This design comes from an exercise in tuning for small area, a short achievable clock period and few clock cycles per item on the open sky130 flow, not from production work. Where RTL was checked, it was by simulation tests only, not by an equivalence proof against the original. Power figures rest on the tool's default switching activity, not on a simulated workload.

Setup of wip/ember:
==> flow/design.v (excerpt) <==
module agc4_alu (
    input  wire        clk,
    input  wire        rst,       
    input  wire        start,
    input  wire [2:0]  op,
    input  wire [15:0] a_in,      
    input  wire [15:0] k_in,      
    output wire        ready,
    output reg         done,
    output wire [15:0] res_a,
    output wire [15:0] res_lp,
    output reg  [1:0]  skip
);
Settings: LEC_CHECK=0, CAP_MARGIN=20, CORE_MARGIN=2, CORE_UTILIZATION=40, PLACE_DENSITY=0.6, SETUP_SLACK_MARGIN=2.2, SLEW_MARGIN=20; clock period 7.0 ns.
run.sh (not shown) runs the stock make flow with config.mk's settings and CLKGATE_MAP_FILE= SYNTH_SCRIPT=/design/flow/synth_recipe.tcl, a recipe that flattens the netlist after the stock synthesis.
Testbench counts of wip/ember, summed over its fixed seeds: cycles 10,046, items 3,200.
[inputs] wip/lagoon vs wip/ember
Settings: SETUP_SLACK_MARGIN: 2.2 -> 1.5.
## What came out
Diff wip/lagoon..wip/ember | share of layout cells above drive strength 1 | negligible
[compare] base=wip/ember new=wip/lagoon: met1 track demand over resource decreased 0.31 points; data required time of the worst path decreased 0.06 ns; sum of met2 wire segment lengths after detailed routing has decreased.
wip/ember has a lower final critical delay including setup and external delays than wip/lagoon.
Per the comparison of wip/lagoon with wip/ember, area of all placed cells without fillers saw little to no change; worst hold slack saw an increase; depth of the worst register-to-register path saw a decrease; total stage count of the critical path saw a decrease; number of vias in the routed layout saw a decrease.
Compared with wip/ember, wip/lagoon is more frugal on power.
Input changes introduced in wip/maple (baseline for comparison: wip/lagoon):
Settings: a change of SETUP_SLACK_MARGIN from 1.5 to 2.8.
==> flow/flow/run.sh (new file) <==
#!/bin/bash
# Standard layout, with the input and output port buffers made as buf_2
# instead of the flow's default choice. Each tool's output goes to the
# ORFS logs; make's own output goes to standard.log.
set -euo pipefail
export BUFFER_PORTS_ARGS="-buffer_cell sky130_fd_sc_hd__buf_2"
bash standard.sh > standard.log 2>&1
==> flow/standard.sh (new file) <==
#!/bin/bash
# synth_recipe.tcl (not shown) runs the flow's synth.tcl, then flattens the netlist and writes it again
# the make line also repeats each setting of config.mk as NAME=value (left out here)
make -C /OpenROAD-flow-scripts/flow DESIGN_CONFIG=/design/flow/config.mk WORK_HOME=/design/flow/orfs CLKGATE_MAP_FILE= SYNTH_SCRIPT=/design/flow/synth_recipe.tcl "${@:-finish}"
removed: flow/run.sh
## What came out
- Diff wip/lagoon -> wip/maple | power in combinational cells | decrease of about 3%
- Across both runs, clock buffer instance count of the final layout was lower for wip/maple than for wip/lagoon.
- Post-placement cell area for wip/maple is lower than for wip/lagoon.
- Setup slack in wip/maple is larger than in wip/lagoon.
- In the metrics for wip/maple and wip/lagoon, the one carrying the lower power density over the cells is wip/lagoon.
- On layout overhead on the synthesized area: wip/maple sits below wip/lagoon.
- Comparing wip/maple and wip/lagoon, the lower total power was measured on wip/maple.
- On total count of max-transition violations in the final report, wip/maple and wip/lagoon are neck and neck.
- When wip/maple is measured against wip/lagoon, its first-pass GRT wire length turns out 560 um lower.
Changes in wip/harbor relative to wip/maple:
Settings: PLACE_DENSITY: 0.6 -> 0.7; CORE_UTILIZATION: 40 -> 55.
Notes after the runs:
wip/harbor went all the way through synthesis, placement and routing and the layout is clean on timing, DRC and antenna. Count of plain and timing-repair buffers in the layout for wip/harbor: 2.4% down relative to wip/maple. Comparing wip/maple against wip/harbor, there is no change at all in number of endpoints with negative hold slack in the final report. wip/maple → wip/harbor: total of cells resized after clock tree synthesis saw a decrease; critical path depth fell 7. Against wip/maple, final area in wip/harbor fell slightly. Row post-placement worst setup slack: wip/harbor higher / wip/maple lower. Changes observed in wip/harbor relative to wip/maple: maximum single-stage delay on the critical path now sits at about the same level, required arrival time at the worst endpoint shows a reduction of 1.56 ns. wip/harbor gives more total power of the final layout than wip/maple did. The higher post-route clock period utilization came out of wip/maple.

========
== quartz ==
Another version of the RTL of agc4_alu (not shown whole).
Size: roughly 870 cells after synthesis, about 54 flip-flops, ~74 I/O pins.
Design agc4_alu, start of the top module:
module agc4_alu (
    input  wire        clk,
    input  wire        rst,       
    input  wire        start,
    input  wire [2:0]  op,
    input  wire [15:0] a_in,      
    input  wire [15:0] k_in,      
    output wire        ready,
    output reg         done,
    output wire [15:0] res_a,
    output wire [15:0] res_lp,
    output reg  [1:0]  skip
);
    localparam OP_AD   = 3'd0;
    localparam OP_SU   = 3'd1;
    localparam OP_CS   = 3'd2;
    localparam OP_MASK = 3'd3;
    localparam OP_CCS  = 3'd4;
    localparam OP_MP   = 3'd5;
    localparam OP_DV   = 3'd6;
    localparam OP_TS   = 3'd7;
    reg         busy;       
    reg  [2:0]  cnt;        
    reg         md_dv;      
    reg         neg;        
    reg         inc;        
    reg  [15:0] h;          
    reg  [13:0] l;          
    reg  [13:0] d;          
    assign ready = !busy;
    wire [15:0] add_b = op[0] ? ~k_in : k_in;
    wire [16:0] add_s = {1'b0, a_in} + {1'b0, add_b};
    wire [15:0] nabs_k  = k_in[15] ? k_in : ~k_in;               
    wire        k_zero  = (k_in == 16'o000000) || (k_in == 16'o177777);
    wire        a_ovf   = a_in[15] ^ a_in[14];
    wire [15:0] ts_r    = a_ovf ? 16'o000001 : a_in;
    wire [13:0] abs_a   = a_in[15] ? ~a_in[13:0] : a_in[13:0];
    wire        sr  = h[14];                                    
  ...
export LEC_CHECK = 0
export CAP_MARGIN = 20
export CORE_MARGIN = 2
export CORE_UTILIZATION = 55
export PLACE_DENSITY = 0.7
export SETUP_SLACK_MARGIN = 3.4
export SLEW_MARGIN = 20
create_clock -name core_clock -period 7.0 [get_ports {clk}]
standard.sh (not shown) runs the stock make flow with config.mk's settings and CLKGATE_MAP_FILE= SYNTH_SCRIPT=/design/flow/synth_recipe.tcl, a recipe that flattens the netlist after the stock synthesis.
==> flow/flow/run.sh <==
#!/bin/bash
# Standard layout, with the input and output port buffers made as buf_2
# instead of the flow's default choice. Each tool's output goes to the
# ORFS logs; make's own output goes to standard.log.
set -euo pipefail
export BUFFER_PORTS_ARGS="-buffer_cell sky130_fd_sc_hd__buf_2"
bash standard.sh > standard.log 2>&1
quartz: flow completed, timing, DRC and antenna clean
> inputs changed (quartz -> fjord)
# quartz
export LEC_CHECK = 0
export CAP_MARGIN = 20
export CORE_MARGIN = 2
export CORE_UTILIZATION = 55
export PLACE_DENSITY = 0.7
export SETUP_SLACK_MARGIN = 3.4
export SLEW_MARGIN = 20
create_clock -name core_clock -period 7.0 [get_ports {clk}]
# fjord
export LEC_CHECK = 0
export CAP_MARGIN = 20
export CORE_MARGIN = 2
export CORE_UTILIZATION = 70
export PLACE_DENSITY = 0.8
export SETUP_SLACK_MARGIN = 2.8
export SLEW_MARGIN = 20
create_clock -name core_clock -period 7.0 [get_ports {clk}]
==> run notes <==
- Diff quartz..fjord | detailed-route DRC error count | negligible
- Final critical path time including I/O delays and setup on fjord is behind quartz.
- The cell area after layout in fjord sits about 13% below the value recorded for quartz.
- For count of plain and timing-repair buffers in the layout, dividing the value from quartz by the value from fjord gives 1.6.
- Between fjord and quartz, it is fjord whose layout-stage area growth over the synthesis result is lower, by 16 points.
- Comparing quartz and fjord, fraction of area in registers is lower on quartz.
- Final cell count without fillers (higher): quartz
- fjord ends up with higher multi-input logic portion of the cell area than quartz does.
- Against quartz as the reference, fjord delivers a higher logic depth of the worst path, buffers included.
- The final reports for fjord and quartz show utilization higher in the former.
diff inputs: fjord => tundra
# fjord
export LEC_CHECK = 0
export CAP_MARGIN = 20
export CORE_MARGIN = 2
export CORE_UTILIZATION = 70
export PLACE_DENSITY = 0.8
export SETUP_SLACK_MARGIN = 2.8
export SLEW_MARGIN = 20
create_clock -name core_clock -period 7.0 [get_ports {clk}]
# tundra
export LEC_CHECK = 0
export CAP_MARGIN = 20
export CORE_MARGIN = 2
export CORE_UTILIZATION = 55
export PLACE_DENSITY = 0.7
export SETUP_SLACK_MARGIN = 3.1
export SLEW_MARGIN = 20
create_clock -name core_clock -period 7.0 [get_ports {clk}]
--- outcome ---
- Each of the runs, namely tundra and fjord, reached the end of the flow and came out clean.
- Taking fjord as the reference, in tundra global-route met1 utilization fell by 5.1 points; weighted congestion reported at the end of routability-driven placement lower; worst path setup slack after routing increased by 0.075 ns relative to the old numbers.
- The more densely filled core belongs to fjord, not tundra.
- What fjord reported for first-pass GRT wire length has to be multiplied by 1.06 to get the figure for tundra.
- Final area went up by a few percent going from fjord to tundra.
- tundra: sequential power share is 0.5 points lower than what fjord reported.
- Min final standard cell count with taps included and fillers excluded across tundra and fjord: fjord
No functional check of the RTL was part of any run of this note.

========
Another version of the RTL of agc4_alu (not shown whole).
For scale: roughly 920 cells after synthesis, about 59 flip-flops, roughly 74 I/O pins, ~7400 µm² of cells after synthesis.
clock: 7.0 ns
lec_check: 0
cap_margin: 20
core_margin: 2
core_utilization: 55
place_density: 0.7
setup_slack_margin: 3.3
slew_margin: 20
Scripts as last shown in full above: flow/flow/run.sh
==> next run, changes <==
SETUP_SLACK_MARGIN = 3.6   (was 3.3)
Utilization is higher by 8.0 points.
Setup slack gains 47 ps.
Clock-buffer cell count rises by 4.
Routed wire length is higher by 16%.
Non-clock buffer count climbs by 64.
Fmax came out higher by 1.3%.
Global-route usage rose by 2.5 points.
Worst hold slack barely changes.
Register-to-register slack improves by 110 ps.
Die area is unchanged.
Final area increases by 13%.
No functional check of the RTL was part of any run of this note.

========
## JK
RTL: one of the versions met above, not the one the previous note started from.
Size: about 890 cells after synthesis, ~74 I/O pins, about 0.0070 mm² of cells after synthesis.
Design agc4_alu, start of the top module:
module agc4_alu (
    input  wire        clk,
    input  wire        rst,       
    input  wire        start,
    input  wire [2:0]  op,
    input  wire [15:0] a_in,      
    input  wire [15:0] k_in,      
    output wire        ready,
    output reg         done,
    output wire [15:0] res_a,
    output wire [15:0] res_lp,
    output reg  [1:0]  skip
);
clock: 7.0 ns
lec_check: 0
abc_clock_period_in_ps: 3700
cap_margin: 20
core_margin: 2
core_utilization: 40
place_density: 0.6
setup_slack_margin: 3.3
slew_margin: 20
==> flow/flow/run.sh <==
#!/bin/bash
# Standard layout, with the input and output port buffers made as buf_4
# instead of the flow's default choice. Each tool's output goes to the
# ORFS logs; make's own output goes to standard.log.
set -euo pipefail
export BUFFER_PORTS_ARGS="-buffer_cell sky130_fd_sc_hd__buf_4"
bash standard.sh > standard.log 2>&1
JK ran to completion and came out clean on the timing, DRC and antenna checks.
Testbench counts of JK, summed over its fixed seeds: cycles 10,046, items 3,200.
## Diff of input files: MS against JK
- CORE_UTILIZATION changed from 40 to 70
- PLACE_DENSITY changed from 0.6 to 0.8
- ABC_CLOCK_PERIOD_IN_PS removed (was 3700)
- SETUP_SLACK_MARGIN changed from 3.3 to 2.8
==> flow/flow/run.sh <==
#!/bin/bash
# Standard layout, with the input and output port buffers made as buf_2
# instead of the flow's default choice. Each tool's output goes to the
# ORFS logs; make's own output goes to standard.log.
set -euo pipefail
export BUFFER_PORTS_ARGS="-buffer_cell sky130_fd_sc_hd__buf_2"
bash standard.sh > standard.log 2>&1
==> comparison <==
In summary, MS completed successfully, with a layout that passed the timing, DRC and antenna checks. In the route summary, MS ends up with a via count exceeding that of JK. MS vs JK, slowest cell on the critical path: sky130_fd_sc_hd__a2111oi_1 vs sky130_fd_sc_hd__edfxtp_1. Changes observed in MS relative to JK: layout buffering overhead excluding clock cells went down 6.4 points; cell area went down 16%; wire length went down about 10%. Re share of the synthesized netlist area taken by xor and xnor gates: no difference whatsoever between MS and JK. Changes observed in MS relative to JK: logic depth of the worst path, buffers included fell by 5, maximum VDD drop rose by 0.0037 mV, fraction of met2 tracks used by global routing rose by 24 points.

## afterwards: timing with drivers on the ports
The results above use ideal ports. As a check the final layouts listed here were re-extracted and re-timed, cells and wires unchanged.
Step 1, drivers: a clkbuf_16 drives clk and a buf_2 each remaining input, both assumed.
Step 2 times the ports against the registers' clock, not the clock port: input delays grow and output delays shrink by t, the midpoint of the rising clock arrivals with the driver on.
Slacks: no drivers / after step 1 / after step 2; pairs: no drivers / after step 1.
| run | t, ns | setup WS [ns] | worst register clock-pin slew, ns |
|---|---|---|---|
| wip/ember | 0.332 | 2.503 / 2.503 / 2.217 | 0.07 / 0.07 |
| wip/lagoon | 0.330 | 2.363 / 2.380 / 2.050 | 0.07 / 0.07 |
| wip/maple | 0.328 | 2.999 / 2.999 / 2.776 | 0.07 / 0.07 |
| wip/harbor | 0.327 | 3.049 / 3.013 / 2.773 | 0.07 / 0.07 |
| quartz | 0.327 | 3.087 / 3.087 / 3.004 | 0.07 / 0.07 |
| fjord | 0.348 | 2.953 / 2.946 / 2.598 | 0.11 / 0.11 |
| tundra | 0.326 | 3.028 / 3.028 / 2.836 | 0.07 / 0.07 |
| the first run of note 3 | 0.368 | 3.328 / 3.288 / 3.073 | 0.06 / 0.06 |
| the second run of note 3 | 0.360 | 3.375 / 3.339 / 3.086 | 0.06 / 0.06 |
| JK | 0.323 | 3.269 / 3.269 / 3.037 | 0.07 / 0.07 |
| MS | 0.353 | 2.937 / 2.941 / 2.590 | 0.10 / 0.10 |
After both steps every run listed still meets setup and hold. The setup slack of fjord, which loses most, moves by -0.007 ns with the drivers and by -0.355 ns with both steps.
